This design comes from an exercise in tuning for small area on the open sky130 flow, not from production work.
Only simulation tests tie the RTL to the original design; equivalence was not proved.

==> flow/design.v <==
module datc_gain (
    input  wire        clk,
    input  wire        rst,
    input  wire        ctl_valid,
    input  wire        ctl_vol,        
    input  wire [1:0]  ctl_ch,         
    input  wire [15:0] ctl_arg,
    input  wire        blk_valid,
    output wire        blk_ready,
    input  wire [4:0]  blk_cnt,        
    input  wire [2:0]  blk_fmt,        
    input  wire        in_valid,
    output wire        in_ready,
    input  wire [63:0] in_data,        
    output wire        out_valid,
    input  wire        out_ready,
    output wire [31:0] out_data,
    output wire        out_last
);
    function [25:0] radd25;
        input [24:0] a, b;
        input        ci;
        integer      k;
        reg          cy;
        begin
            cy = ci;
            for (k = 0; k < 25; k = k + 1) begin
                radd25[k] = a[k] ^ b[k] ^ cy;
                cy = (a[k] & b[k]) | (a[k] & cy) | (b[k] & cy);
            end
            radd25[25] = cy;
        end
    endfunction
    reg        mute [0:2];
    reg [15:0] nv   [0:2];
    integer    n;
    wire [25:0] nv_neg = radd25({9'd0, ~ctl_arg}, 25'd0, 1'b1);
    wire [15:0] nv_wr = ctl_arg[15] ? nv_neg[15:0] : 16'd0;    
    always @(posedge clk) begin
        if (rst) begin
            for (n = 0; n < 3; n = n + 1) begin
                mute[n] <= 1'b0;
                nv[n]   <= 16'd0;
            end
        end else if (ctl_valid && ctl_ch != 2'd3) begin
            if (ctl_vol)
                nv[ctl_ch] <= nv_wr;
            else
                mute[ctl_ch] <= ctl_arg[0];
        end
    end
    wire [25:0] m0   = radd25({9'd0, nv[2]}, {9'd0, nv[0]}, 1'b0);
    wire [25:0] m1   = radd25({9'd0, nv[2]}, {9'd0, nv[1]}, 1'b0);
    wire        sil0 = mute[2] | mute[0] | m0[16] | m0[15];
    wire        sil1 = mute[2] | mute[1] | m1[16] | m1[15];
    localparam S_IDLE = 3'd0, S_DB = 3'd1, S_DT = 3'd2, S_WDIV = 3'd3,
               S_FR = 3'd4, S_PAD = 3'd5, S_END = 3'd6;
    reg [2:0]  state;
    reg        ch;                 
    reg [3:0]  i;                  
    reg [1:0]  j;                  
    reg [29:0] M;                  
    reg        sil1q;              
    reg [4:0]  cnt;
    reg [2:0]  fmt;
    reg [30:0] A;                  
    reg [31:0] P;                  
    reg [24:0] G0, G1;             
    reg [24:0] Q0;                 
    reg [3:0]  R0, R1;             
    reg [3:0]  F0, F1;             
    reg        dneg;
    reg [4:0]  dcnt;               
    reg        outv, lastq, sgnq;
    wire [30:0] rom2c =
        (i == 4'd0) ? 31'd2146518090 :
        (i == 4'd1) ? 31'd2145552968 :
        (i == 4'd2) ? 31'd2143624024 :
        (i == 4'd3) ? 31'd2139771336 :
        (i == 4'd4) ? 31'd2132086722 :
        (i == 4'd5) ? 31'd2116800188 :
        (i == 4'd6) ? 31'd2086555138 :
        (i == 4'd7) ? 31'd2027355294 :
        (i == 4'd8) ? 31'd1913946816 :
        (i == 4'd9) ? 31'd1705806896 :
        (i == 4'd10) ? 31'd1354970580 :
        (i == 4'd11) ? 31'd854928638 :
        (i == 4'd12) ? 31'd340353222 :
        (i == 4'd13) ? 31'd53942350 :
                       31'd1354970;
    wire [31:0] a2 = {A, 1'b0};
    wire [7:0]  a_chunk = (j == 2'd0) ? a2[7:0]   : (j == 2'd1) ? a2[15:8] :
                          (j == 2'd2) ? a2[23:16] : a2[31:24];
    wire [31:0] cont = (ch & fmt[0]) ? in_data[63:32] : in_data[31:0];
    wire        lj   = fmt[1] & fmt[2];
    wire [1:0]  sb   = j + {1'b0, lj};
    wire [7:0]  byte_sel = (sb == 2'd0) ? cont[7:0]   : (sb == 2'd1) ? cont[15:8] :
                           (sb == 2'd2) ? cont[23:16] : cont[31:24];
    wire        sgn  = !fmt[1] ? cont[15] : fmt[2] ? cont[31] : cont[23];
    wire [7:0]  s_chunk = byte_sel ^ {8{sgn}};    
    wire [1:0]  lastj = fmt[1] ? 2'd2 : 2'd1;
    wire st_db = (state == S_DB);
    wire st_dt = (state == S_DT);
    wire st_fr = (state == S_FR);
    reg  [7:0]  chunk;
    reg  [30:0] X;
    reg  [39:0] Pin;
    always @(*) begin
        chunk = 8'd0;
        X     = rom2c;
        Pin   = 40'd0;
        if (st_db) begin
            chunk = a_chunk;
            Pin   = (j == 2'd0) ? 40'd0 : {{8{P[31]}}, P};
        end else if (st_dt) begin
            chunk = 8'd4;
            X     = {A[30:6], 6'h3F};
            Pin   = ~{7'd0, G0, 8'd0};             
        end else if (st_fr) begin
            chunk = s_chunk;
            X     = {6'd0, G0};
            Pin   = (j == 2'd0) ? (sgn ? {{16{~G0[24]}}, G0[23:0]} : 40'd0)
                                : {{8{P[31]}}, P};
        end
    end
    reg  [39:0] cs_s, cs_c, cs_p, cs_ns, cs_nc;
    integer     r;
    always @(*) begin
        cs_s = Pin;
        cs_c = 40'd0;
        for (r = 0; r < 8; r = r + 1) begin
            cs_p  = ({9'd0, X} & {40{chunk[r]}}) << r;
            cs_ns = cs_s ^ cs_c ^ cs_p;
            cs_nc = ((cs_s & cs_c) | (cs_s & cs_p) | (cs_c & cs_p)) << 1;
            cs_s  = cs_ns;
            cs_c  = cs_nc;
        end
    end
    wire [39:0] S  = cs_s + cs_c;
    wire [31:0] Sh = S[39:8];
    reg bad;
    always @(*) begin
        case (cnt)
            5'd3, 5'd5, 5'd7, 5'd9, 5'd11, 5'd13, 5'd15:
                     bad = (R0 != 4'd0);
            5'd6:    bad = (R0 != 4'd0) && (R0 != 4'd3);
            5'd10:   bad = (R0 != 4'd0) && (R0 != 4'd5);
            5'd12:   bad = (R0 != 4'd0) && (R0 != 4'd3) && (R0 != 4'd6) && (R0 != 4'd9);
            5'd14:   bad = (R0 != 4'd0) && (R0 != 4'd7);
            default: bad = 1'b0;
        endcase
    end
    wire       mb    = ~Q0[24] & bad;
    wire [3:0] cm1   = cnt[3:0] - 4'd1;
    wire       last_fr = ({1'b0, i} + 5'd1 == cnt);
    wire [3:0] F_eff = (i == 4'd0) ? (mb ? cm1 : 4'd0) : F0;
    wire [4:0] fsum  = {1'b0, F_eff} + {1'b0, R0};
    wire       dfirst = (dcnt == 5'd25);
    wire [4:0] dt     = st_fr ? fsum : {dfirst ? 4'd0 : R0, Q0[24]};
    wire [5:0] dsub   = {1'b0, dt} - {1'b0, cnt};
    wire       dge    = ~dsub[5];
    wire [3:0] dsel   = dge ? dsub[3:0] : dt[3:0];
    wire [3:0] F_nxt  = dsel;
    wire       rc     = mb ? ((i == 4'd0) ? 1'b0 : last_fr ? 1'b1 : dge) : dge;
    wire       dq     = (dfirst & dneg) | dge;
    wire [3:0] dR     = (dfirst & dneg) ? cm1 : dsel;
    reg         rc_q;
    always @(posedge clk) rc_q <= rc;
    wire [25:0] G_sum = radd25(G0, Q0, rc_q);
    wire [24:0] G_nxt = G_sum[24:0];
    wire go      = ~outv | out_ready;
    wire fr_adv  = st_fr & go & in_valid;
    wire fr_done = fr_adv & (j == lastj);
    assign blk_ready = (state == S_IDLE);
    assign in_ready  = st_fr & go & (j == lastj) & ch;
    assign out_valid = outv;
    assign out_last  = lastq;
    wire [23:0] y    = P[23:0] ^ {24{sgnq}};
    assign out_data  = {y[23:8], fmt[1] ? y[7:0] : 8'd0, 8'd0};
    always @(posedge clk) begin
        if (dcnt != 5'd0) begin
            Q0   <= {Q0[23:0], dq};
            R0   <= dR;
            dcnt <= dcnt - 5'd1;
        end
        if (rst) begin
            state <= S_IDLE;
            G0    <= 25'd16777216;
            G1    <= 25'd16777216;
            dcnt  <= 5'd0;
            outv  <= 1'b0;
        end else begin
            if (outv & out_ready)
                outv <= 1'b0;
            case (state)
            S_IDLE: if (blk_valid) begin
                cnt <= blk_cnt;
                fmt <= blk_fmt;
                M   <= {m1[14:0], m0[14:0]};
                sil1q <= sil1;
                A   <= {~sil0, 30'd0};           
                ch  <= 1'b0;
                i   <= 4'd0;
                j   <= 2'd0;
                state <= (blk_cnt == 5'd0) ? S_PAD : S_DB;
            end
            S_DB: begin
                if (M[0]) begin
                    P <= Sh;
                    j <= j + 2'd1;
                    if (j == 2'd3)
                        A <= Sh[30:0];
                end
                if (!M[0] || j == 2'd3) begin
                    M <= {1'b0, M[29:1]};
                    i <= i + 4'd1;
                    if (i == 4'd14)
                        state <= S_DT;
                end
            end
            S_DT: begin
                if (!ch) begin
                    Q0    <= Sh[24:0];
                    dneg  <= Sh[31];
                    dcnt  <= 5'd25;
                    G0    <= G1;
                    G1    <= G0;
                    A     <= {~sil1q, 30'd0};
                    i     <= 4'd0;
                    j     <= 2'd0;
                    ch    <= 1'b1;
                    state <= S_DB;
                end else if (dcnt == 5'd0) begin
                    A     <= {6'd0, Q0};
                    Q0    <= Sh[24:0];
                    dneg  <= Sh[31];
                    dcnt  <= 5'd25;
                    R1    <= R0;
                    G0    <= G1;
                    G1    <= G0;
                    state <= S_WDIV;
                end
            end
            S_WDIV: if (dcnt == 5'd0) begin
                Q0    <= A[24:0];
                A     <= {6'd0, Q0};
                R0    <= R1;
                R1    <= R0;
                ch    <= 1'b0;
                i     <= 4'd0;
                j     <= 2'd0;
                state <= S_FR;
            end
            S_FR: if (fr_adv) begin
                P <= Sh;
                if (j == lastj) begin
                    outv  <= 1'b1;
                    lastq <= ({i, ch} == 5'd31);
                    sgnq  <= sgn;
                    G1    <= G_nxt;
                    G0    <= G1;
                    Q0    <= A[24:0];
                    A     <= {6'd0, Q0};
                    R0    <= R1;
                    R1    <= R0;
                    F1    <= F_nxt;
                    F0    <= F1;
                    ch    <= ~ch;
                    j     <= 2'd0;
                    if (ch) begin
                        i <= i + 4'd1;
                        if (last_fr)
                            state <= cnt[4] ? S_END : S_PAD;
                    end
                end else begin
                    j <= j + 2'd1;
                end
            end
            S_PAD: if (go) begin
                P     <= Sh;                     
                sgnq  <= 1'b0;
                outv  <= 1'b1;
                lastq <= ({i, ch} == 5'd31);
                {i, ch} <= {i, ch} + 5'd1;
                if ({i, ch} == 5'd31)
                    state <= S_END;
            end
            S_END: if (go)
                state <= S_IDLE;
            default: state <= S_IDLE;
            endcase
        end
    end
endmodule
==> flow/run.sh <==
#!/bin/bash
# synth_recipe.tcl (not shown) runs the flow's synth.tcl, then flattens the netlist and writes it again
# the make line also repeats each setting of config.mk as NAME=value (left out here)
make -C /OpenROAD-flow-scripts/flow DESIGN_CONFIG=/design/flow/config.mk WORK_HOME=/design/flow/orfs CLKGATE_MAP_FILE= SYNTH_SCRIPT=/design/flow/synth_recipe.tcl finish
==> flow/config.mk <==
export PLATFORM = sky130hd
export DESIGN_NAME = datc_gain
export DESIGN_NICKNAME = datc_gain
export VERILOG_FILES = /design/flow/design.v
export SDC_FILE = /design/flow/constraint.sdc
export NUM_CORES = 4
export LEC_CHECK = 0
export CAP_MARGIN = 20
export CORE_MARGIN = 2
export CORE_UTILIZATION = 40
export SLEW_MARGIN = 20
==> flow/constraint.sdc <==
create_clock -name core_clock -period 12.5 [get_ports {clk}]
set_input_delay 2.5000 -clock core_clock [delete_from_list [all_inputs] [get_ports {clk}]]
set_output_delay 2.5000 -clock core_clock [all_outputs]
set_load 0.01 [all_outputs]
==> results of run 1 <==
[worst reg2reg max path, delay by kind of cell, from the launching register on]
kind | cells | cell delay, ns
buffers and inverters | 2 | 0.19
AOI/OAI and AO/OA | 1 | 0.27
and+or+nand+nor | 2 | 0.15
adders and majority gates | 24 | 9.43
xor gates and xnor gates | 2 | 0.34
DFF | 1 | 0.43
[layer usage]
layer	routed length (µm)	GRT usage (%)	up-vias	part of all wire, %
met5	16	0	-	0.021
met1	31800	32.4	10221	41
met4	2610	7.21	2	3.4
li1	-	-	9147	-
met3	5810	3.67	159	7.5
met2	37500	41.6	792	48
[final cells by class]
class	instances	share of cell area [%]
multi-input cells	1984	58.1
inverters	234	3.19
repair buffers	173	5.83
flip-flops and latches	264	25.6
clock buffers	33	2.80
well taps	782	3.55
clock inverters	23	1.00
[synth_stat cells, types with 29 or more instances]
cell	number	area, µm²
nor2b_1	56	350
mux2i_1	35	350
fa_1	267	5350
nand2_1	533	2000
xor2_1	35	307
o22ai_1	48	300
a21oi_1	150	751
buf_2	29	145
ha_1	105	1310
xnor2_1	33	289
clkbuf_1	106	398
o21ai_0	78	390
edfxtp_1	175	5260
dfxtp_1	89	1780
nor2_1	175	657
inv_1	231	867
[worst max-delay path by stage]
stage	start	to	slack, ns
2_1_floorplan	G0[0]	G1[24]	2.38
3_3_place_gp	in_data[23]	A[30]	1.28
3_5_place_dp	in_data[55]	A[30]	1.03
4_1_cts	in_data[55]	A[30]	1.61
5_1_grt	in_data[55]	A[30]	1.00
6_report	in_data[55]	A[30]	1.53
[flip-flops by register name, summed over array words and instances, names as in the netlist, 2 cells and up]
register  flops
nv           48
P            32
A            31
M            30
G0           25
G1           25
Q0           25
cnt           5
dcnt          5
F0            4
F1            4
R0            4
R1            4
i             4
fmt           3
mute          3
state         3
j             2
[kinds of logic (layout without fill, tap and decap cells)]
family	Yosys count	in the layout	share of synthesized area, %
AO/OA/AOI/OAI	556	556	15.5
XOR/XNOR	69	69	2.50
adder cells (fa/ha/maj)	374	374	27.2
buffers and inverters	394	463	6.46
flip-flops	264	264	28.7
multiplexers	55	55	3.13
other	1	8	0.0153
AND/OR/NAND/NOR	922	922	16.4
[per-stage QoR]
step	hold slack [ns]	instances	setup WS (ns)	area, µm²
2_1_floorplan	0.400	2642	2.38	24500
3_3_place_gp	0.405	3437	1.28	26500
3_5_place_dp	0.406	3437	1.03	26500
4_1_cts	0.432	3493	1.61	27500
5_1_grt	0.439	3493	1.00	27500
6_report	0.428	3493	1.53	27500
==> results.ini, run 1 <==
[global_route]
grt_max_degree=79
overflow=0
grt_pass1_vias=20749
grt_pass1_wl_mm=121
grtUsageTotal_pct=24.5
antenna_found_initial=1

[logic_synthesis]
ys.flop_type=edfxtp_1
syn_area_um2=24500
yosysWarningCount=1
synth-edff-count=175
synth_seq_area_share_pct=28.7
synth_cells=2635
synth.distinct_cells=96
synth-seq-cells=264
synth_area_per_cell_um2=9.30
async_flop_share_pct=0

[floorplan]
dieArea_um2=63300
core.rowCount=90
fp.dieH_um=252
die_w_um=252
initial_utilization_pct=40.5
io_pins=133
core_area_um2=60500

[outcome]
status=timing/DRC/antenna clean

[sta]
slew_viol_final=0
timing.final.crit_share_pct=87.7
finalSetupViolCount=0
finalCriticalPeriod_ns=10.97
fin_setup_tns_ns=0
rsz0062_at_grt=no
finalHoldViolations=0
skew_ns=0.0213
tightestPinTransition_ns=1.22
clock.fmax_mhz=91.2
slew_headroom_pct=16.4

[clocking]
clkLatencyLatePin_ns=0.59
htree_levels=1
cts_made_buffers=30
cts_sinks=264
cts_buffer_depth=3
ctsResizeCount=0
cts_setup_buffers=0
cts.clk_slew.worst_paths_ns=0.07
hold_buffers=0
tritoncts=built
root_buffer=clkbuf_16

[routing]
route.antenna.remaining_nets=0
wl_per_cell_um=22.3
viasPerCell=5.82
vias=20321
finalWirelength_mm=77.7
drt_iter0_drc=1812
drc=0
first_pass_iters=10

[finish]
final_common_cell=nand2_1
n_antenna_cell=0
fillers=5789
final_cell_mix=529 x nand2_1, 267 x fa_1, 231 x inv_1
drive_above_1_share_pct=6.12
register_area_um2=7040
multiInputGateArea_um2=16000
final_core_util_pct=45.5
final_net_count=3156
syn2layout_area_growth_pct=12.3

[critical_path]
critPathKind=in -> reg
rr_worst_depth=31
path_delay_family=adder cells
rrSetupSlack_ns=1.55
cp-start-kind=input pin
cpMostUsedCell=fa_1
crit_fanout=30
cpPeakStageDelay_ns=0.58
crit_arrival_ns=11.29
end_kind=register
rr_endpoint=G1[24]
cp_slowest_cell=a21oi_1
required_ns=12.82
crit_buf_inv=3
worst-path-stages=31
r2r_start=G0[0]

[placement]
post-dp-hpwl_mm=57.4
gp_congestion=0.906
port-buffer-count=124

[worst_hold_path]
hold_depth=0
min_path_type=reg -> reg
hp-start=F1[1]
worst_hold_path.endpoint=F0[1]

[flow_run]
timing.max_cap.violations=0

==> run 2, diff against run 1 <==
--- a/flow/design.v
+++ b/flow/design.v
@@ -69,9 +69,8 @@
     reg [24:0] Q0;                 
     reg [3:0]  R0, R1;             
     reg [3:0]  F0, F1;             
-    reg        dneg;
     reg [4:0]  dcnt;               
-    reg        outv, lastq, sgnq;
+    reg        outv, sgnq;
     wire [30:0] rom2c =
         (i == 4'd0) ? 31'd2146518090 :
         (i == 4'd1) ? 31'd2145552968 :
@@ -155,15 +154,14 @@
     wire       last_fr = ({1'b0, i} + 5'd1 == cnt);
     wire [3:0] F_eff = (i == 4'd0) ? (mb ? cm1 : 4'd0) : F0;
     wire [4:0] fsum  = {1'b0, F_eff} + {1'b0, R0};
-    wire       dfirst = (dcnt == 5'd25);
-    wire [4:0] dt     = st_fr ? fsum : {dfirst ? 4'd0 : R0, Q0[24]};
+    wire [4:0] dt     = st_fr ? fsum : {R0, Q0[24]};
     wire [5:0] dsub   = {1'b0, dt} - {1'b0, cnt};
     wire       dge    = ~dsub[5];
     wire [3:0] dsel   = dge ? dsub[3:0] : dt[3:0];
     wire [3:0] F_nxt  = dsel;
-    wire       rc     = mb ? ((i == 4'd0) ? 1'b0 : last_fr ? 1'b1 : dge) : dge;
-    wire       dq     = (dfirst & dneg) | dge;
-    wire [3:0] dR     = (dfirst & dneg) ? cm1 : dsel;
+    wire       rc     = dge ^ (mb & ((i == 4'd0) | last_fr));
+    wire       dq     = dge;
+    wire [3:0] dR     = dsel;
     reg         rc_q;
     always @(posedge clk) rc_q <= rc;
     wire [25:0] G_sum = radd25(G0, Q0, rc_q);
@@ -174,7 +172,7 @@
     assign blk_ready = (state == S_IDLE);
     assign in_ready  = st_fr & go & (j == lastj) & ch;
     assign out_valid = outv;
-    assign out_last  = lastq;
+    assign out_last  = (state == S_END);    
     wire [23:0] y    = P[23:0] ^ {24{sgnq}};
     assign out_data  = {y[23:8], fmt[1] ? y[7:0] : 8'd0, 8'd0};
     always @(posedge clk) begin
@@ -221,7 +219,7 @@
             S_DT: begin
                 if (!ch) begin
                     Q0    <= Sh[24:0];
-                    dneg  <= Sh[31];
+                    R0    <= Sh[31] ? cm1 : 4'd0;    
                     dcnt  <= 5'd25;
                     G0    <= G1;
                     G1    <= G0;
@@ -233,7 +231,7 @@
                 end else if (dcnt == 5'd0) begin
                     A     <= {6'd0, Q0};
                     Q0    <= Sh[24:0];
-                    dneg  <= Sh[31];
+                    R0    <= Sh[31] ? cm1 : 4'd0;    
                     dcnt  <= 5'd25;
                     R1    <= R0;
                     G0    <= G1;
@@ -255,7 +253,6 @@
                 P <= Sh;
                 if (j == lastj) begin
                     outv  <= 1'b1;
-                    lastq <= ({i, ch} == 5'd31);
                     sgnq  <= sgn;
                     G1    <= G_nxt;
                     G0    <= G1;
@@ -280,7 +277,6 @@
                 P     <= Sh;                     
                 sgnq  <= 1'b0;
                 outv  <= 1'b1;
-                lastq <= ({i, ch} == 5'd31);
                 {i, ch} <= {i, ch} + 5'd1;
                 if ({i, ch} == 5'd31)
                     state <= S_END;
==> flow/flow/run.sh (new file) <==
#!/bin/bash
# The standard layout (bash standard.sh, which also runs the standard
# synthesis unchanged), with two placement/CTS choices made here:
#  - port buffers use the smallest buffer cell (every port still gets one);
#  - the clock tree is built from clkbuf_2/clkbuf_4 without dummy loads.
# make's full output goes to standard.log in the work folder; ORFS keeps
# each tool's own log under orfs/logs/.
set -euo pipefail
export BUFFER_PORTS_ARGS="-buffer_cell sky130_fd_sc_hd__buf_1"
export CTS_ARGS="-sink_clustering_enable -repair_clock_nets -dont_use_dummy_load -buf_list {sky130_fd_sc_hd__clkbuf_2 sky130_fd_sc_hd__clkbuf_4} -root_buf sky130_fd_sc_hd__clkbuf_4"
bash standard.sh > standard.log 2>&1
==> flow/standard.sh (new file) <==
#!/bin/bash
# synth_recipe.tcl (not shown) runs the flow's synth.tcl, then flattens the netlist and writes it again
# the make line also repeats each setting of config.mk as NAME=value (left out here)
make -C /OpenROAD-flow-scripts/flow DESIGN_CONFIG=/design/flow/config.mk WORK_HOME=/design/flow/orfs CLKGATE_MAP_FILE= SYNTH_SCRIPT=/design/flow/synth_recipe.tcl "${@:-finish}"
--- a/flow/config.mk
+++ b/flow/config.mk
@@ -7,5 +7,6 @@
 export LEC_CHECK = 0
 export CAP_MARGIN = 20
 export CORE_MARGIN = 2
-export CORE_UTILIZATION = 40
+export CORE_UTILIZATION = 60
+export GPL_TIMING_DRIVEN = 0
 export SLEW_MARGIN = 20
removed: flow/run.sh
==> run 2 against run 1 <==
Against the previous run:
- still clean
- wire length increased by 9.4%
- setup slack worse by 0.12 ns
- critical endpoint is now A[22]
- largest cell class unchanged
==> results.ini, run 2 <==
[sta]
fin_setup_tns_ns=0  ; unchanged
slew_headroom_pct=29.3  ; +13 points
timing.final.crit_share_pct=88.7  ; +0.98 points
clock.fmax_mhz=90.2  ; -1.1%
finalCriticalPeriod_ns=11.09  ; +0.123 ns
finalHoldViolations=0  ; unchanged
tightestPinTransition_ns=1.05  ; -0.174 ns
rsz0062_at_grt=no
finalSetupViolCount=0  ; unchanged
slew_viol_final=0  ; unchanged
skew_ns=0.0827  ; +0.0614 ns

[floorplan]
io_pins=133  ; unchanged
die_w_um=206  ; -18%
fp.dieH_um=206  ; -18%
initial_utilization_pct=61.1  ; +21 points
core_area_um2=39900  ; -34%
dieArea_um2=42300  ; -33%
core.rowCount=73  ; -19%

[worst_hold_path]
min_path_type=reg -> reg
hp-start=G1[12]
hold_depth=2  ; +2
worst_hold_path.endpoint=G0[12]

[critical_path]
required_ns=12.94  ; +0.12 ns
cpPeakStageDelay_ns=0.62  ; +0.04 ns
r2r_start=G0[0]
crit_arrival_ns=11.53  ; +0.24 ns
rr_worst_depth=31  ; unchanged
end_kind=register
cp_slowest_cell=xor2_1
cp-start-kind=input pin
path_delay_family=adder cells
rrSetupSlack_ns=1.60  ; +0.05 ns
worstSetupStartpoint=in_data[63]
critPathKind=in -> reg
cpMostUsedCell=fa_1
crit_buf_inv=5  ; +2
rr_endpoint=G1[24]
crit_fanout=10  ; -67%

[finish]
layoutNonFillerInstCount=3419  ; -2.1%
reg_top3=nv (48), P (32), A (31)
syn2layout_area_growth_pct=6.87
top_register=nv
drive_above_1_share_pct=5.05  ; -1.1 points
final_net_count=3362  ; +6.5%
final_cell_mix=528 x nand2_1, 267 x fa_1, 261 x nor2_1
largest_register_ffs=48  ; unchanged
final_common_cell=nand2_1

[clocking]
ctsResizeCount=0  ; unchanged
htree_levels=2  ; +1
hold_buffers=0  ; unchanged
clkLatencyLatePin_ns=0.74  ; +0.15 ns
cts_sinks=262  ; -0.76%
cts_setup_buffers=0  ; unchanged
cts_made_buffers=59  ; +97%
cts_buffer_depth=3  ; unchanged
tritoncts=built
cts.clk_slew.worst_paths_ns=0.06  ; about the same
root_buffer=clkbuf_4

[global_route]
grt_pass1_vias=21803  ; +5.1%
grt_pass1_wl_mm=128  ; +6.1%
grt_max_degree=32  ; -59%
overflow=0  ; unchanged
antenna_found_initial=1  ; unchanged
grtUsageTotal_pct=40.9  ; +16 points

[flow_run]
timing.max_cap.violations=0  ; unchanged

[routing]
wl_per_cell_um=24.9  ; +12%
drt_iter0_drc=3274  ; +81%
vias=22130  ; +8.9%
first_pass_iters=8  ; -2
drc=0  ; unchanged
finalWirelength_mm=85.0  ; +9.4%
route.antenna.remaining_nets=0  ; unchanged
viasPerCell=6.47  ; +11%

[logic_synthesis]
yosysWarningCount=1  ; unchanged
synth.distinct_cells=84  ; -13%
yosys.area.top_type=fa_1
synth_area_per_cell_um2=9.05  ; -2.7%
async_flop_share_pct=0  ; unchanged
synth_seq_area_share_pct=28.6  ; -0.10 points
ys.flop_type=edfxtp_1
synth-edff-count=173  ; -1.1%
synth_area_leaders=fa_1 22%, edfxtp_1 21%, nand2_1 8.1%, dfxtp_1 7.3%, ha_1 5.3%
synth_most_common_cell=nand2_1
synthDominantCellAreaShare_pct=21.9  ; +0.11 points
synth_cells=2695  ; +2.3%
syn_area_um2=24400  ; -0.50%
synth-seq-cells=262  ; -0.76%
netlist_top_cells_count=528 x nand2_1, 267 x fa_1, 261 x nor2_1, 217 x inv_1, 173 x edfxtp_1

[outcome]
status=timing/DRC/antenna clean

[placement]
port-buffer-count=123  ; -0.81%
post-dp-hpwl_mm=68.7  ; +20%
dp.cells=3358  ; -2.3%
gp_congestion=1.02  ; +13%

run 2: worst max-delay path by stage:
| stage | to | slack [ns] | cells past startpoint |
|---|---|---|---|
| floorplan | G1[24] | 2.40 | 31 |
| global placement | A[24] | 0.54 | 29 |
| detailed placement | A[22] | 0.81 | 29 |
| CTS | A[22] | 1.56 | 29 |
| global route | A[22] | 1.17 | 29 |
| finish | A[22] | 1.41 | 29 |
run 2: logic make-up after synthesis:
family	after synthesis	share of synthesized area, %
AO/OA/AOI/OAI	558	15.3
XOR/XNOR	80	2.87
adder cells (fa/ha/maj)	373	27.3
buffers and inverters	388	6.22
flip-flops	262	28.6
multiplexers	45	2.53
other	1	0.0154
AND/OR/NAND/NOR	988	17.1
run 2: metrics by stage:
step                instance area (µm²)  utilization (%)  hold WS [ns]  setup WS (ns)
floorplan                         24400                -         0.400           2.40
global placement                  25500             64.0         0.410          0.542
detailed placement                25600             64.2         0.408          0.812
CTS                               26100             65.3         0.389           1.56
global route                      26100             65.3         0.375           1.17
finish                            26100             65.3         0.389           1.41
run 2: cell type report:
cell class / count / area (µm²)
multi-input combinational: 2052 / 16000
fill: 3301 / 13800
sequential: 262 / 6980
timing repair buffer: 131 / 522
tap: 525 / 657
clock buffer: 59 / 443
antenna: 2 / 5.00
inverter: 223 / 837
buffer: 165 / 681
run 2: metal layers:
layer | up-vias | global-route usage, % | part of all wire, %
met4 | 0 | 17.9 | 4.8
li1 | 9575 | - | -
met5 | - | 0 | 0
met2 | 1442 | 63.8 | 45
met3 | 266 | 8.81 | 11
met1 | 10847 | 55.3 | 39
run 2: worst register-to-register path, delay by kind of cell, from the launching register on:
| family | cells | cell delay, ns |
|---|---|---|
| compound gates | 1 | 0.28 |
| fa+ha+maj | 24 | 9.35 |
| xor+xnor | 2 | 0.37 |
| simple gates | 2 | 0.15 |
| flops | 1 | 0.46 |
| buf+inv | 2 | 0.20 |
==> run 3, diff against run 2 <==
--- a/flow/config.mk
+++ b/flow/config.mk
@@ -7,6 +7,5 @@
 export LEC_CHECK = 0
 export CAP_MARGIN = 20
 export CORE_MARGIN = 2
-export CORE_UTILIZATION = 60
-export GPL_TIMING_DRIVEN = 0
+export CORE_UTILIZATION = 40
 export SLEW_MARGIN = 20
==> run 3 against run 2 <==
Against the previous run:
- still clean
- via count fell by 6.6%
- critical endpoint is now G1[24]
- non-clock buffer count decreased by 127
- wire length shrank 8.5%
- final cell count increased by 4.4%
==> results.ini, run 3 <==
[floorplan]
fp.dieH_um=251  ; +22%
core.rowCount=90  ; +23%
die_w_um=251  ; +22%
core_area_um2=60400  ; +51%
dieArea_um2=63000  ; +49%
io_pins=133  ; unchanged
initial_utilization_pct=40.4  ; -21 points

[critical_path]
critPathKind=reg -> reg
crit_fanout=6  ; -4
cpMostUsedCell=fa_1
crit_arrival_ns=11.56  ; +0.03 ns
cp-start-kind=register
end_kind=register
rrSetupSlack_ns=1.64  ; +0.04 ns
path_delay_family=adder cells
cpPeakStageDelay_ns=0.44  ; -0.18 ns
worstSetupStartpoint=G0[0]
rr_worst_depth=31  ; unchanged
rr_endpoint=G1[24]
cp_slowest_cell=fa_1
r2r_start=G0[0]
critical_path.endpoint=G1[24]
worst-path-stages=31  ; +6.9%
crit_buf_inv=2  ; -3
required_ns=13.20  ; +0.26 ns

[logic_synthesis]
ys.flop_type=edfxtp_1
yosysWarningCount=1  ; unchanged
synth_seq_area_share_pct=28.6  ; unchanged
synthDominantCellAreaShare_pct=21.9  ; unchanged
synth_area_leaders=fa_1 22%, edfxtp_1 21%, nand2_1 8.1%, dfxtp_1 7.3%, ha_1 5.3%
syn_area_um2=24400  ; unchanged
synth.distinct_cells=84  ; unchanged
yosys.area.top_type=fa_1
netlist_top_cells_count=528 x nand2_1, 267 x fa_1, 261 x nor2_1, 217 x inv_1, 173 x edfxtp_1
synth-seq-cells=262  ; unchanged
synth_area_per_cell_um2=9.05  ; unchanged
async_flop_share_pct=0  ; unchanged
synth_cells=2695  ; unchanged
synth-edff-count=173  ; unchanged
synth_most_common_cell=nand2_1

[finish]
largest_register_ffs=48  ; unchanged
reg_top3=nv (48), P (32), A (31)
layoutNonFillerInstCount=3569  ; +4.4%
top_register=nv
drive_above_1_share_pct=6.72  ; +1.7 points
syn2layout_area_growth_pct=7.47
final_common_cell=nand2_1
final_cell_mix=526 x nand2_1, 267 x fa_1, 258 x nor2_1
final_net_count=3253  ; -3.2%
final_cell_area_um2=26200  ; +0.56%

[sta]
clock.fmax_mhz=92.1  ; +2.1%
slew_viol_final=0  ; unchanged
finalHoldViolations=0  ; unchanged
finalCriticalPeriod_ns=10.86  ; -0.232 ns
finalSetupViolCount=0  ; unchanged
timing.final.crit_share_pct=86.9  ; -1.9 points
skew_ns=0.0889  ; +0.00614 ns
fin_setup_tns_ns=0  ; unchanged
slew_headroom_pct=21.1  ; -8.2 points
tightestPinTransition_ns=1.15  ; +0.105 ns
rsz0062_at_grt=no

[clocking]
root_buffer=clkbuf_4
tritoncts=built
cts_made_buffers=77  ; +31%
ctsResizeCount=0  ; unchanged
htree_levels=3  ; +1
clkLatencyLatePin_ns=0.82  ; +0.08 ns
cts.clk_slew.worst_paths_ns=0.06  ; about the same
hold_buffers=0  ; unchanged
cts_sinks=262  ; unchanged
cts_setup_buffers=0  ; unchanged
cts_buffer_depth=3  ; unchanged

[global_route]
grtUsageTotal_pct=24.8  ; -16 points
overflow=0  ; unchanged
grt_max_degree=72  ; +130%
antenna_found_initial=3  ; +2
grt_pass1_vias=21230  ; -2.6%
grt_pass1_wl_mm=121  ; -5.5%

[routing]
viasPerCell=5.79  ; -11%
vias=20674  ; -6.6%
first_pass_iters=9  ; +1
wl_per_cell_um=21.8  ; -12%
finalWirelength_mm=77.8  ; -8.5%
route.antenna.remaining_nets=0  ; unchanged
drc=0  ; unchanged
drt_iter0_drc=1919  ; -41%

[placement]
post-dp-hpwl_mm=58.4  ; -15%
gp_congestion=0.934  ; -8.6%
placed_cell_area_um2=25600  ; about the same
port-buffer-count=124  ; +0.81%
dp.cells=3487  ; +3.8%

[flow_run]
timing.max_cap.violations=0  ; unchanged

[worst_hold_path]
min_path_type=reg -> reg

[outcome]
status=timing/DRC/antenna clean

[run 3: kinds of logic after synthesis]
kind of cell               count (synthesis)  synth area share (%)
buffers and inverters                    388                  6.22
adders and majority gates                373                  27.3
AOI/OAI and AO/OA                        558                  15.3
xor gates and xnor gates                  80                  2.87
other                                      1                0.0154
DFF                                      262                  28.6
muxes                                     45                  2.53
and+or+nand+nor                          988                  17.1
[run 3: layout make-up]
type                    count  area, µm²
flip-flops and latches    262       6980
fillers                  5959      34100
repair buffers            169        808
well taps                 782        978
multi-input cells        2052      16000
clock buffers              77        578
diodes                      4       10.0
inverters                 223        837
[run 3: how the worst min path moves through the flow]
stage	from	cells after the start	slack [ns]	end
after floorplan	F1[0]	0	0.40	F0[0]
after global placement	F1[2]	0	0.40	F0[2]
after detailed placement	F1[3]	0	0.41	F0[3]
after CTS	F1[3]	0	0.39	F0[3]
after global routing	F1[3]	0	0.39	F0[3]
final	F1[3]	0	0.40	F0[3]
[run 3: per-layer routing]
layer | vias up | global-route usage [%] | wire (µm)
li1 | 9336 | - | -
met1 | 10313 | 31.5 | 31800
met2 | 841 | 41.6 | 37500
met3 | 184 | 4.83 | 5630
met4 | 0 | 10.4 | 2930
met5 | - | 0 | 0
[run 3: per-stage QoR]
stage,hold WS [ns],util (%),setup slack (ns)
6_report,0.396,43.4,1.64
3_5_place_dp,0.405,42.4,1.20
3_3_place_gp,0.402,42.4,1.39
5_1_grt,0.395,43.4,1.33
4_1_cts,0.392,43.4,1.70
2_1_floorplan,0.400,-,2.40
==> run 4, diff against run 3 <==
==> flow/flow/run.sh (replaced) <==
#!/bin/bash
# The standard layout (bash standard.sh, which also runs the standard
# synthesis unchanged), with two placement/CTS choices made here:
#  - port buffers use the smallest buffer cell (every port still gets one);
#  - the clock tree is built from clkbuf_4/clkbuf_8 in clusters of up to 20
#    flip-flops, without dummy loads.
# make's full output goes to standard.log in the work folder; ORFS keeps
# each tool's own log under orfs/logs/.
set -euo pipefail
export BUFFER_PORTS_ARGS="-buffer_cell sky130_fd_sc_hd__buf_1"
export CTS_ARGS="-sink_clustering_enable -repair_clock_nets -dont_use_dummy_load -buf_list {sky130_fd_sc_hd__clkbuf_4 sky130_fd_sc_hd__clkbuf_8} -root_buf sky130_fd_sc_hd__clkbuf_4 -sink_clustering_size 20 -sink_clustering_max_diameter 50"
bash standard.sh > standard.log 2>&1
--- a/flow/config.mk
+++ b/flow/config.mk
@@ -5,7 +5,7 @@
 export SDC_FILE = /design/flow/constraint.sdc
 export NUM_CORES = 4
 export LEC_CHECK = 0
-export CAP_MARGIN = 20
+export CAP_MARGIN = 10
 export CORE_MARGIN = 2
 export CORE_UTILIZATION = 40
-export SLEW_MARGIN = 20
+export SLEW_MARGIN = 10
==> run 4 against run 3 <==
Against the previous run:
- still clean
- final cell count fell by 1.3%
- first-iteration DRC count rose by 8.3%
- global-route usage fell by 0.29 points
- highest routed layer unchanged
- area after synthesis did not move
- critical path depth did not move
- sequential cell count did not move
==> results.ini, run 4 <==
[outcome]
status=timing/DRC/antenna clean

[routing]
viasPerCell=5.83  ; +0.72%
finalWirelength_mm=77.3  ; -0.70%
first_pass_iters=9  ; unchanged
drc=0  ; unchanged
wl_per_cell_um=21.9  ; +0.60%
vias=20554  ; -0.58%
drt_iter0_drc=2079  ; +8.3%
route.antenna.remaining_nets=0  ; unchanged

[critical_path]
cpPeakStageDelay_ns=0.43  ; about the same
crit_fanout=6  ; unchanged
rrSetupSlack_ns=1.64  ; about the same
required_ns=13.12  ; -0.08 ns
r2r_start=G0[0]
cpMostUsedCell=fa_1
crit_arrival_ns=11.48  ; -0.08 ns
rr_endpoint=G1[24]
cp_slowest_cell=fa_1
rr_worst_depth=31  ; unchanged
end_kind=register
cp-start-kind=register
critPathKind=reg -> reg

[global_route]
overflow=0  ; unchanged
antenna_found_initial=2  ; -1
grtUsageTotal_pct=24.5  ; -0.29 points
grt_pass1_wl_mm=120  ; -0.89%
grt_pass1_vias=20935  ; -1.4%
grt_max_degree=72  ; unchanged

[sta]
fin_hold_ws_ns=0.392  ; -0.00322 ns
finalSetupViolCount=0  ; unchanged
finalCriticalPeriod_ns=10.86  ; -0.00151 ns
slew_headroom_pct=16.2  ; -4.9 points
worst_slack_ns=1.64  ; +0.00151 ns
rsz0062_at_grt=no
tightestPinTransition_ns=1.22  ; +0.0710 ns
skew_ns=0.0800  ; -0.00888 ns
fin_setup_tns_ns=0  ; unchanged
slew_viol_final=0  ; unchanged
timing.final.crit_share_pct=86.8  ; about the same
finalHoldViolations=0  ; unchanged
clock.fmax_mhz=92.1  ; about the same

[finish]
final_net_count=3210  ; -1.3%
syn2layout_area_growth_pct=6.81
fillers=5945  ; -0.23%
final_core_util_pct=43.2  ; -0.27 points
final_cell_mix=526 x nand2_1, 267 x fa_1, 258 x nor2_1
top_register=nv
final_common_cell=nand2_1
reg_top3=nv (48), P (32), A (31)
drive_above_1_share_pct=5.18  ; -1.5 points
largest_register_ffs=48  ; unchanged

[clocking]
cts.clk_slew.worst_paths_ns=0.08  ; +0.02 ns
clkLatencyLatePin_ns=0.77  ; -0.05 ns
cts_sinks=262  ; unchanged
cts_setup_buffers=0  ; unchanged
cts_made_buffers=35  ; -55%
hold_buffers=0  ; unchanged
htree_levels=2  ; -1
cts_buffer_depth=3  ; unchanged
root_buffer=clkbuf_4
ctsResizeCount=0  ; unchanged
tritoncts=built

[floorplan]
dieArea_um2=63000  ; unchanged
core_area_um2=60400  ; unchanged
io_pins=133  ; unchanged
die_w_um=251  ; unchanged
initial_utilization_pct=40.4  ; unchanged
core.rowCount=90  ; unchanged
fp.dieH_um=251  ; unchanged

[logic_synthesis]
synth.distinct_cells=84  ; unchanged
ys.flop_type=edfxtp_1
synth_area_leaders=fa_1 22%, edfxtp_1 21%, nand2_1 8.1%, dfxtp_1 7.3%, ha_1 5.3%
netlist_top_cells_count=528 x nand2_1, 267 x fa_1, 261 x nor2_1, 217 x inv_1, 173 x edfxtp_1
synth-edff-count=173  ; unchanged
synth_seq_area_share_pct=28.6  ; unchanged
async_flop_share_pct=0  ; unchanged
synth_area_per_cell_um2=9.05  ; unchanged
yosys.area.top_type=fa_1
syn_area_um2=24400  ; unchanged
synthDominantCellAreaShare_pct=21.9  ; unchanged
yosysWarningCount=1  ; unchanged
synth_most_common_cell=nand2_1
synth-seq-cells=262  ; unchanged
synth_cells=2695  ; unchanged

[worst_hold_path]
hold_depth=0  ; unchanged
hp-start=F1[3]
min_path_type=reg -> reg
worst_hold_path.endpoint=F0[3]

[flow_run]
timing.max_cap.violations=0  ; unchanged

[placement]
gp_congestion=0.934  ; unchanged
post-dp-hpwl_mm=58.4  ; unchanged
port-buffer-count=124  ; unchanged
pre_cts_slack_ns=1.20  ; unchanged

run 4: cell families (layout without fill, tap and decap cells):
group / after synthesis / in the layout / share of synthesized area (%)
multiplexers: 45 / 45 / 2.53
flip-flops: 262 / 262 / 28.6
adder cells (fa/ha/maj): 373 / 373 / 27.3
AO/OA/AOI/OAI: 558 / 558 / 15.3
XOR/XNOR: 80 / 80 / 2.87
other: 1 / 9 / 0.0154
AND/OR/NAND/NOR: 988 / 988 / 17.1
buffers and inverters: 388 / 426 / 6.22
run 4: cell type report:
class / count / area [µm²] / share of cell area [%]
flip-flops and latches: 262 / 6980 / 26.8
well taps: 782 / 978 / 3.76
multi-input cells: 2052 / 16000 / 61.5
repair buffers: 168 / 797 / 3.06
clock buffers: 35 / 450 / 1.73
inverters: 223 / 837 / 3.21
diodes: 1 / 2.50 / 0.00960
run 4: worst max-delay path: cells and delay by family (launching register included):
| family | cells | cell delay (ns) |
|---|---|---|
| xor+xnor | 2 | 0.26 |
| simple gates | 2 | 0.19 |
| buf+inv | 2 | 0.18 |
| compound gates | 1 | 0.29 |
| fa+ha+maj | 24 | 9.46 |
| flops | 1 | 0.39 |
run 4: metal layers:
| layer | GRT usage [%] | up-vias | wire length [µm] |
|---|---|---|---|
| li1 | - | 9228 | - |
| met1 | 31.5 | 10242 | 31400 |
| met2 | 41.6 | 893 | 37200 |
| met3 | 3.67 | 191 | 5630 |
| met4 | 9.97 | 0 | 3010 |
| met5 | 0 | - | 0 |
run 4: stage by stage:
stage | area [µm²] | std cells
3_3_place_gp | 25600 | 3487
6_report | 26100 | 3523
5_1_grt | 26100 | 3523
4_1_cts | 26100 | 3522
2_1_floorplan | 24400 | 2702
3_5_place_dp | 25600 | 3487
run 4: how the worst max path moves through the flow:
stage / end / slack [ns] / startpoint
finish: G1[24] / 1.64 / G0[0]
global route: G1[24] / 1.30 / G0[0]
CTS: G1[24] / 1.69 / G0[0]
detailed placement: A[30] / 1.20 / in_data[63]
global placement: A[30] / 1.39 / in_data[63]
floorplan: G1[24] / 2.40 / G0[0]
==> run 5, diff against run 4 <==
--- a/flow/config.mk
+++ b/flow/config.mk
@@ -5,7 +5,7 @@
 export SDC_FILE = /design/flow/constraint.sdc
 export NUM_CORES = 4
 export LEC_CHECK = 0
-export CAP_MARGIN = 10
+export CAP_MARGIN = 20
 export CORE_MARGIN = 2
 export CORE_UTILIZATION = 40
-export SLEW_MARGIN = 10
+export SLEW_MARGIN = 20
==> run 5 against run 4 <==
Against the previous run:
- clock skew grew 0.0026 ns
- die area is the same
- hold slack gained 0.00052 ns
- wire length is essentially flat
- setup slack lost 0.033 ns
- sequential share of layout area is essentially flat
- final cell count is essentially flat
==> results.ini, run 5 <==
[sta]
timing.final.crit_share_pct=87.1  ; +0.26 points
finalCriticalPeriod_ns=10.89  ; +0.0330 ns
fin_setup_tns_ns=0  ; unchanged
skew_ns=0.0826  ; +0.00258 ns
tightestPinTransition_ns=1.23  ; +0.00538 ns
rsz0062_at_grt=no
slew_headroom_pct=15.9  ; -0.37 points
finalSetupViolCount=0  ; unchanged
finalHoldViolations=0  ; unchanged
slew_viol_final=0  ; unchanged
clock.fmax_mhz=91.8  ; -0.30%

[logic_synthesis]
ys.flop_type=edfxtp_1
synthSimpleGateAreaFrac_pct=17.1  ; unchanged
synth_fa_ha_area_share_pct=27.3  ; unchanged
syn_area_um2=24400  ; unchanged
netlist_top_cells_count=528 x nand2_1, 267 x fa_1, 261 x nor2_1, 217 x inv_1, 173 x edfxtp_1
synth_seq_area_share_pct=28.6  ; unchanged
synth_top_family_by_area=adder cells
synth.distinct_cells=84  ; unchanged
synth_compound_area_share_pct=15.3  ; unchanged
synth-edff-count=173  ; unchanged
synth_area_per_cell_um2=9.05  ; unchanged
yosys.area.top_type=fa_1
synth_cells=2695  ; unchanged
synth-xor-area-share_pct=2.87  ; unchanged
synth_most_common_cell=nand2_1
synthDominantCellAreaShare_pct=21.9  ; unchanged
synth_area_leaders=fa_1 22%, edfxtp_1 21%, nand2_1 8.1%, dfxtp_1 7.3%, ha_1 5.3%
synth-seq-cells=262  ; unchanged
async_flop_share_pct=0  ; unchanged
yosysWarningCount=1  ; unchanged
synthMuxAreaShare_pct=2.53  ; unchanged

[clocking]
cts_sinks=262  ; unchanged
hold_buffers=0  ; unchanged
tritoncts=built
htree_levels=2  ; unchanged
ctsResizeCount=0  ; unchanged
cts_buffer_depth=3  ; unchanged
cts_made_buffers=35  ; unchanged
cts.clk_slew.worst_paths_ns=0.08  ; about the same
root_buffer=clkbuf_4
cts_setup_buffers=0  ; unchanged
clkLatencyLatePin_ns=0.78  ; about the same

[global_route]
overflow=0  ; unchanged
grt_pass1_wl_mm=120  ; unchanged
antenna_found_initial=2  ; unchanged
grt_pass1_vias=20935  ; unchanged
grt_max_degree=72  ; unchanged
grtUsageTotal_pct=24.5  ; unchanged

[critical_path]
crit_arrival_ns=11.52  ; +0.04 ns
crit_fanout=6  ; unchanged
cpMostUsedCell=fa_1
end_kind=register
cp-start-kind=register
cp_slowest_cell=fa_1
critPathKind=reg -> reg
required_ns=13.13  ; about the same
cpPeakStageDelay_ns=0.44  ; about the same

[finish]
syn2layout_area_growth_pct=6.91
final_net_count=3211  ; +0.031%
final_core_util_pct=43.2  ; +0.044 points
largest_register_ffs=48  ; unchanged
top_register=nv
final_common_cell=nand2_1
reg_top3=nv (48), P (32), A (31)
drive_above_1_share_pct=5.29  ; +0.11 points
final_cell_mix=526 x nand2_1, 267 x fa_1, 258 x nor2_1

[floorplan]
fp.dieH_um=251  ; unchanged
core.rowCount=90  ; unchanged
dieArea_um2=63000  ; unchanged
initial_utilization_pct=40.4  ; unchanged
core_area_um2=60400  ; unchanged
die_w_um=251  ; unchanged
io_pins=133  ; unchanged

[worst_hold_path]
min_path_type=reg -> reg

[routing]
first_pass_iters=8  ; -1
drc=0  ; unchanged
route.antenna.remaining_nets=0  ; unchanged
finalWirelength_mm=77.4  ; about the same
wl_per_cell_um=22.0  ; about the same
viasPerCell=5.84  ; +0.17%
drt_iter0_drc=2122  ; +2.1%
vias=20594  ; +0.19%

[placement]
port-buffer-count=124  ; unchanged
gp_congestion=0.934  ; unchanged
post-dp-hpwl_mm=58.4  ; unchanged

[outcome]
status=timing/DRC/antenna clean

[flow_run]
timing.max_cap.violations=0  ; unchanged

[run 5: cell types whose count changed in the layout (fill, tap and decap cells not counted)]
| cell | change |
|---|---|
| buf_6 | +1 |
| o22ai_2 | -1 |
| o22ai_4 | +1 |
| a31oi_1 | -1 |
| a21o_2 | +1 |
| a31oi_2 | +1 |
| a21o_1 | -1 |
[run 5: area by class of cell]
class | instances | area, µm²
Clock buffer | 35 | 450
Multi-Input combinational cell | 2052 | 16000
Tap cell | 782 | 978
Sequential cell | 262 | 6980
Antenna cell | 1 | 2.50
Fill cell | 5943 | 34300
Inverter | 223 | 837
Timing Repair Buffer | 169 | 808
[run 5: path summary, 6_finish.rpt]
check	from	endpoint	slack, ns	cells past startpoint
setup reg to reg	G0[0]	G1[24]	1.61	31
hold reg to reg	F1[3]	F0[3]	0.39	0
hold / removal	F1[3]	F0[3]	0.39	0
setup / recovery	G0[0]	G1[24]	1.61	31
[run 5: logic make-up (layout without fill, tap and decap cells)]
group,count (synthesis),in the layout
AO/OA/AOI/OAI,558,558
AND/OR/NAND/NOR,988,988
multiplexers,45,45
other,1,9
XOR/XNOR,80,80
buffers and inverters,388,427
flip-flops,262,262
adder cells (fa/ha/maj),373,373
[run 5: stage by stage]
stage               area [µm²]  worst slack (ns)  hold slack [ns]  std cells
global route             26100              1.30            0.396       3524
detailed placement       25600              1.20            0.405       3487
floorplan                24400              2.40            0.400       2702
CTS                      26100              1.69            0.378       3522
global placement         25600              1.39            0.402       3487
finish                   26100              1.61            0.393       3524
[run 5: metal layers]
layer | GRT usage (%) | share of wire, % | vias to the layer above
met4 | 9.97 | 3.9 | 0
met1 | 31.5 | 41 | 10318
li1 | - | - | 9228
met2 | 41.6 | 48 | 853
met3 | 3.67 | 6.9 | 195
met5 | 0 | 0 | -
[run 5: worst max-delay path: cells and delay by family, from the launching register on]
| family | cells | cell delay (ns) |
|---|---|---|
| buffers and inverters | 2 | 0.18 |
| and+or+nand+nor | 2 | 0.19 |
| xor gates and xnor gates | 2 | 0.27 |
| AOI/OAI and AO/OA | 1 | 0.29 |
| adders and majority gates | 24 | 9.46 |
| DFF | 1 | 0.39 |
==> run 6, diff against run 5 <==
--- a/flow/design.v
+++ b/flow/design.v
@@ -32,27 +32,25 @@
         end
     endfunction
     reg        mute [0:2];
-    reg [15:0] nv   [0:2];
+    reg [15:0] vol  [0:2];
     integer    n;
-    wire [25:0] nv_neg = radd25({9'd0, ~ctl_arg}, 25'd0, 1'b1);
-    wire [15:0] nv_wr = ctl_arg[15] ? nv_neg[15:0] : 16'd0;    
     always @(posedge clk) begin
         if (rst) begin
             for (n = 0; n < 3; n = n + 1) begin
                 mute[n] <= 1'b0;
-                nv[n]   <= 16'd0;
+                vol[n]  <= 16'd0;
             end
         end else if (ctl_valid && ctl_ch != 2'd3) begin
             if (ctl_vol)
-                nv[ctl_ch] <= nv_wr;
+                vol[ctl_ch] <= ctl_arg[15] ? ctl_arg : 16'd0;    
             else
                 mute[ctl_ch] <= ctl_arg[0];
         end
     end
-    wire [25:0] m0   = radd25({9'd0, nv[2]}, {9'd0, nv[0]}, 1'b0);
-    wire [25:0] m1   = radd25({9'd0, nv[2]}, {9'd0, nv[1]}, 1'b0);
-    wire        sil0 = mute[2] | mute[0] | m0[16] | m0[15];
-    wire        sil1 = mute[2] | mute[1] | m1[16] | m1[15];
+    wire [25:0] att0 = radd25({{9{vol[2][15]}}, vol[2]}, {{9{vol[0][15]}}, vol[0]}, 1'b0);
+    wire [25:0] att1 = radd25({{9{vol[2][15]}}, vol[2]}, {{9{vol[1][15]}}, vol[1]}, 1'b0);
+    wire        sil0 = mute[2] | mute[0] | (att0[16] & (~att0[15] | ~|att0[14:0]));
+    wire        sil1 = mute[2] | mute[1] | (att1[16] & (~att1[15] | ~|att1[14:0]));
     localparam S_IDLE = 3'd0, S_DB = 3'd1, S_DT = 3'd2, S_WDIV = 3'd3,
                S_FR = 3'd4, S_PAD = 3'd5, S_END = 3'd6;
     reg [2:0]  state;
@@ -60,11 +58,12 @@
     reg [3:0]  i;                  
     reg [1:0]  j;                  
     reg [29:0] M;                  
+    reg        mcy;                
     reg        sil1q;              
     reg [4:0]  cnt;
     reg [2:0]  fmt;
     reg [30:0] A;                  
-    reg [31:0] P;                  
+    reg [30:0] P;                  
     reg [24:0] G0, G1;             
     reg [24:0] Q0;                 
     reg [3:0]  R0, R1;             
@@ -99,6 +98,7 @@
     wire [7:0]  s_chunk = byte_sel ^ {8{sgn}};    
     wire [1:0]  lastj = fmt[1] ? 2'd2 : 2'd1;
     wire st_db = (state == S_DB);
+    wire mbit  = M[0] ^ mcy;         
     wire st_dt = (state == S_DT);
     wire st_fr = (state == S_FR);
     reg  [7:0]  chunk;
@@ -110,7 +110,7 @@
         Pin   = 40'd0;
         if (st_db) begin
             chunk = a_chunk;
-            Pin   = (j == 2'd0) ? 40'd0 : {{8{P[31]}}, P};
+            Pin   = (j == 2'd0) ? 40'd0 : {9'd0, P};
         end else if (st_dt) begin
             chunk = 8'd4;
             X     = {A[30:6], 6'h3F};
@@ -119,7 +119,7 @@
             chunk = s_chunk;
             X     = {6'd0, G0};
             Pin   = (j == 2'd0) ? (sgn ? {{16{~G0[24]}}, G0[23:0]} : 40'd0)
-                                : {{8{P[31]}}, P};
+                                : {{9{P[30]}}, P};
         end
     end
     reg  [39:0] cs_s, cs_c, cs_p, cs_ns, cs_nc;
@@ -194,7 +194,8 @@
             S_IDLE: if (blk_valid) begin
                 cnt <= blk_cnt;
                 fmt <= blk_fmt;
-                M   <= {m1[14:0], m0[14:0]};
+                M   <= {~att1[14:0], ~att0[14:0]};
+                mcy <= 1'b1;
                 sil1q <= sil1;
                 A   <= {~sil0, 30'd0};           
                 ch  <= 1'b0;
@@ -203,14 +204,15 @@
                 state <= (blk_cnt == 5'd0) ? S_PAD : S_DB;
             end
             S_DB: begin
-                if (M[0]) begin
-                    P <= Sh;
+                if (mbit) begin
+                    P <= Sh[30:0];
                     j <= j + 2'd1;
                     if (j == 2'd3)
                         A <= Sh[30:0];
                 end
-                if (!M[0] || j == 2'd3) begin
-                    M <= {1'b0, M[29:1]};
+                if (!mbit || j == 2'd3) begin
+                    M   <= {1'b0, M[29:1]};
+                    mcy <= mcy & M[0];
                     i <= i + 4'd1;
                     if (i == 4'd14)
                         state <= S_DT;
@@ -224,6 +226,7 @@
                     G0    <= G1;
                     G1    <= G0;
                     A     <= {~sil1q, 30'd0};
+                    mcy   <= 1'b1;
                     i     <= 4'd0;
                     j     <= 2'd0;
                     ch    <= 1'b1;
@@ -250,7 +253,7 @@
                 state <= S_FR;
             end
             S_FR: if (fr_adv) begin
-                P <= Sh;
+                P <= Sh[30:0];
                 if (j == lastj) begin
                     outv  <= 1'b1;
                     sgnq  <= sgn;
@@ -274,7 +277,7 @@
                 end
             end
             S_PAD: if (go) begin
-                P     <= Sh;                     
+                P     <= Sh[30:0];                   
                 sgnq  <= 1'b0;
                 outv  <= 1'b1;
                 {i, ch} <= {i, ch} + 5'd1;
--- a/flow/config.mk
+++ b/flow/config.mk
@@ -5,7 +5,7 @@
 export SDC_FILE = /design/flow/constraint.sdc
 export NUM_CORES = 4
 export LEC_CHECK = 0
-export CAP_MARGIN = 20
+export CAP_MARGIN = 10
 export CORE_MARGIN = 2
 export CORE_UTILIZATION = 40
-export SLEW_MARGIN = 20
+export SLEW_MARGIN = 10
==> run 6 against run 5 <==
Against the previous run:
- still clean on timing, DRC and antenna
- register-to-register slack improved by 0.15 ns
- sequential cell count did not move
- setup slack got worse by 0.055 ns
- critical path depth fell by 2
- area after synthesis fell by 0.88%
- via count fell by 3.8%
- highest routed layer unchanged
==> results.ini, run 6 <==
[sta]
slew_headroom_pct=30.6  ; +15 points
clock.fmax_mhz=91.4  ; -0.50%
finalCriticalPeriod_ns=10.94  ; +0.0546 ns
slew_viol_final=0  ; unchanged
tightestPinTransition_ns=1.04  ; -0.195 ns
rsz0062_at_grt=no
skew_ns=0.0964  ; +0.0139 ns
fin_setup_tns_ns=0  ; unchanged
finalHoldViolations=0  ; unchanged
finalSetupViolCount=0  ; unchanged
timing.final.crit_share_pct=87.5  ; +0.44 points

[critical_path]
critPathKind=in -> reg
critical_path.endpoint=A[29]
rrSetupSlack_ns=1.76  ; +0.15 ns
r2r_start=G0[0]
rr_endpoint=G1[24]
cpMostUsedCell=fa_1
cp_slowest_cell=nor3_2
crit_fanout=20  ; +14
end_kind=register
required_ns=12.93  ; -0.20 ns
cpPeakStageDelay_ns=0.74  ; +0.30 ns
crit_arrival_ns=11.38  ; -0.14 ns
rr_worst_depth=31  ; unchanged
cp-start-kind=input pin
worst-path-stages=29  ; -6.5%
worstSetupStartpoint=in_data[55]
crit_buf_inv=4  ; +2
path_delay_family=adder cells

[logic_synthesis]
ys.flop_type=edfxtp_1
synth_most_common_cell=nand2_1
synth_seq_area_share_pct=28.9  ; +0.25 points
synth_fa_ha_area_share_pct=27.1  ; -0.26 points
netlist_top_cells_count=511 x nand2_1, 269 x fa_1, 233 x inv_1, 208 x nor2_1, 181 x a21oi_1
async_flop_share_pct=0  ; unchanged
synth_compound_area_share_pct=15.1  ; -0.19 points
synth-edff-count=173  ; unchanged
synthSimpleGateAreaFrac_pct=16.9  ; -0.23 points
synth-xor-area-share_pct=2.71  ; -0.16 points
synth_area_per_cell_um2=9.18  ; +1.5%
synth-seq-cells=262  ; unchanged
synthMuxAreaShare_pct=2.99  ; +0.46 points
yosys.area.top_type=fa_1
synthDominantCellAreaShare_pct=22.3  ; +0.36 points
synth_area_leaders=fa_1 22%, edfxtp_1 21%, nand2_1 7.9%, dfxtp_1 7.4%, ha_1 4.7%
syn_area_um2=24200  ; -0.88%
yosysWarningCount=1  ; unchanged
synth_top_family_by_area=adder cells
synth_cells=2633  ; -2.3%
synth.distinct_cells=85  ; +1.2%

[routing]
drt_iter0_drc=1733  ; -18%
finalWirelength_mm=73.6  ; -4.9%
viasPerCell=5.71  ; -2.2%
wl_per_cell_um=21.2  ; -3.4%
first_pass_iters=8  ; unchanged
drc=0  ; unchanged
vias=19817  ; -3.8%
route.antenna.remaining_nets=0  ; unchanged

[clocking]
ctsResizeCount=0  ; unchanged
cts_sinks=262  ; unchanged
hold_buffers=0  ; unchanged
cts.clk_slew.worst_paths_ns=0.07  ; about the same
tritoncts=built
htree_levels=2  ; unchanged
cts_setup_buffers=0  ; unchanged
cts_made_buffers=34  ; -2.9%
root_buffer=clkbuf_4
cts_buffer_depth=3  ; unchanged
clkLatencyLatePin_ns=0.77  ; about the same

[global_route]
antenna_found_initial=1  ; -1
overflow=0  ; unchanged
grtUsageTotal_pct=23.8  ; -0.75 points
grt_pass1_wl_mm=117  ; -2.6%
grt_pass1_vias=20337  ; -2.9%
grt_max_degree=74  ; +2.8%

[worst_hold_path]
min_path_type=reg -> reg
hp-start=G1[6]
hold_depth=2  ; +2

[floorplan]
io_pins=133  ; unchanged
dieArea_um2=62400  ; -0.86%
initial_utilization_pct=40.3  ; -0.13 points
die_w_um=250  ; -0.43%
fp.dieH_um=250  ; -0.43%
core_area_um2=60000  ; -0.56%
core.rowCount=90  ; unchanged

[finish]
final_net_count=3144  ; -2.1%
reg_top3=vol (48), A (31), P (31)
final_core_util_pct=43.2  ; about the same
top_register=vol
final_cell_area_um2=25900  ; -0.62%
syn2layout_area_growth_pct=7.19
drive_above_1_share_pct=5.51  ; +0.22 points
final_common_cell=nand2_1
final_cell_mix=509 x nand2_1, 269 x fa_1, 233 x inv_1
largest_register_ffs=48  ; unchanged

[outcome]
status=timing/DRC/antenna clean

[placement]
placed_cell_area_um2=25500  ; -0.50%
post-dp-hpwl_mm=54.9  ; -5.9%
port-buffer-count=124  ; unchanged
gp_congestion=0.910  ; -2.5%

[flow_run]
timing.max_cap.violations=0  ; unchanged

## run 6: worst min-delay path by stage
| stage | to |
|---|---|
| after floorplan | F0[0] |
| after global placement | F0[0] |
| after detailed placement | F0[2] |
| after CTS | G0[6] |
| after global routing | F0[2] |
| final | G0[6] |
## run 6: metal layers
metal | wire length, µm | vias to the layer above | GRT usage [%]
li1 | - | 9050 | -
met1 | 31000 | 9917 | 31.1
met2 | 35900 | 696 | 40.7
met3 | 4330 | 154 | 2.94
met4 | 2370 | 0 | 8.18
met5 | 0 | - | 0
## run 6: area by class of cell
cell class | instances | area, µm²
Fill cell | 5883 | 34100
Multi-Input combinational cell | 1982 | 15800
Sequential cell | 262 | 6980
Tap cell | 782 | 978
Inverter | 236 | 886
Timing Repair Buffer | 171 | 820
Clock buffer | 34 | 437
Antenna cell | 2 | 5.00
## run 6: tightest hold or removal path: stages (launching register included)
cell and delay (ns):
dfxtp_1 0.31, nand2_1 0.05, a21oi_1 0.05
## run 6: per-stage QoR
stage	setup slack, ns	instances	hold WS [ns]
floorplan	2.23	2640	0.400
global placement	1.11	3433	0.403
detailed placement	0.855	3433	0.421
CTS	1.65	3467	0.422
global route	1.12	3469	0.428
finish	1.56	3469	0.420
## run 6: cells by family (layout without fill, tap and decap cells)
family,count (synthesis),in the layout
and+or+nand+nor,943,943
AOI/OAI and AO/OA,542,542
buffers and inverters,396,441
adders and majority gates,362,362
DFF,262,262
xor gates and xnor gates,74,74
muxes,53,53
other,1,10

static timing again, ports no longer ideal:
In the flow no input, the clock included, has a driving cell. The finished layouts below were timed again as built, in two steps. Step 1 assumes that a clkbuf_16 drives the clock port and a buf_2 every other input. Step 2 times the ports against the registers' clock, not the clock port: input delays grow and output delays shrink by t, the midpoint of the rising clock arrivals with the driver on. a / b / c = no drivers / after step 1 / after step 2; a / b = the first two.
run	shift t [ns]	slack for setup (ns)	worst setup path after step 2	clock arrival spread, ns
run 1	0.637	1.534 / 1.551 / 0.918	input to register	0.021 / 0.021
run 2	0.748	1.411 / 1.434 / 0.686	input to register	0.082 / 0.082
run 3	0.827	1.643 / 1.643 / 1.228	input to register	0.089 / 0.089
run 4	0.776	1.645 / 1.645 / 1.174	input to register	0.081 / 0.082
run 5	0.785	1.612 / 1.612 / 1.238	input to register	0.084 / 0.084
run 6	0.772	1.557 / 1.576 / 0.804	input to register	0.097 / 0.098
After both steps every run listed still meets setup and hold. The setup slack of run 6, which loses most, moves by +0.019 ns with the drivers and by -0.753 ns with both steps.
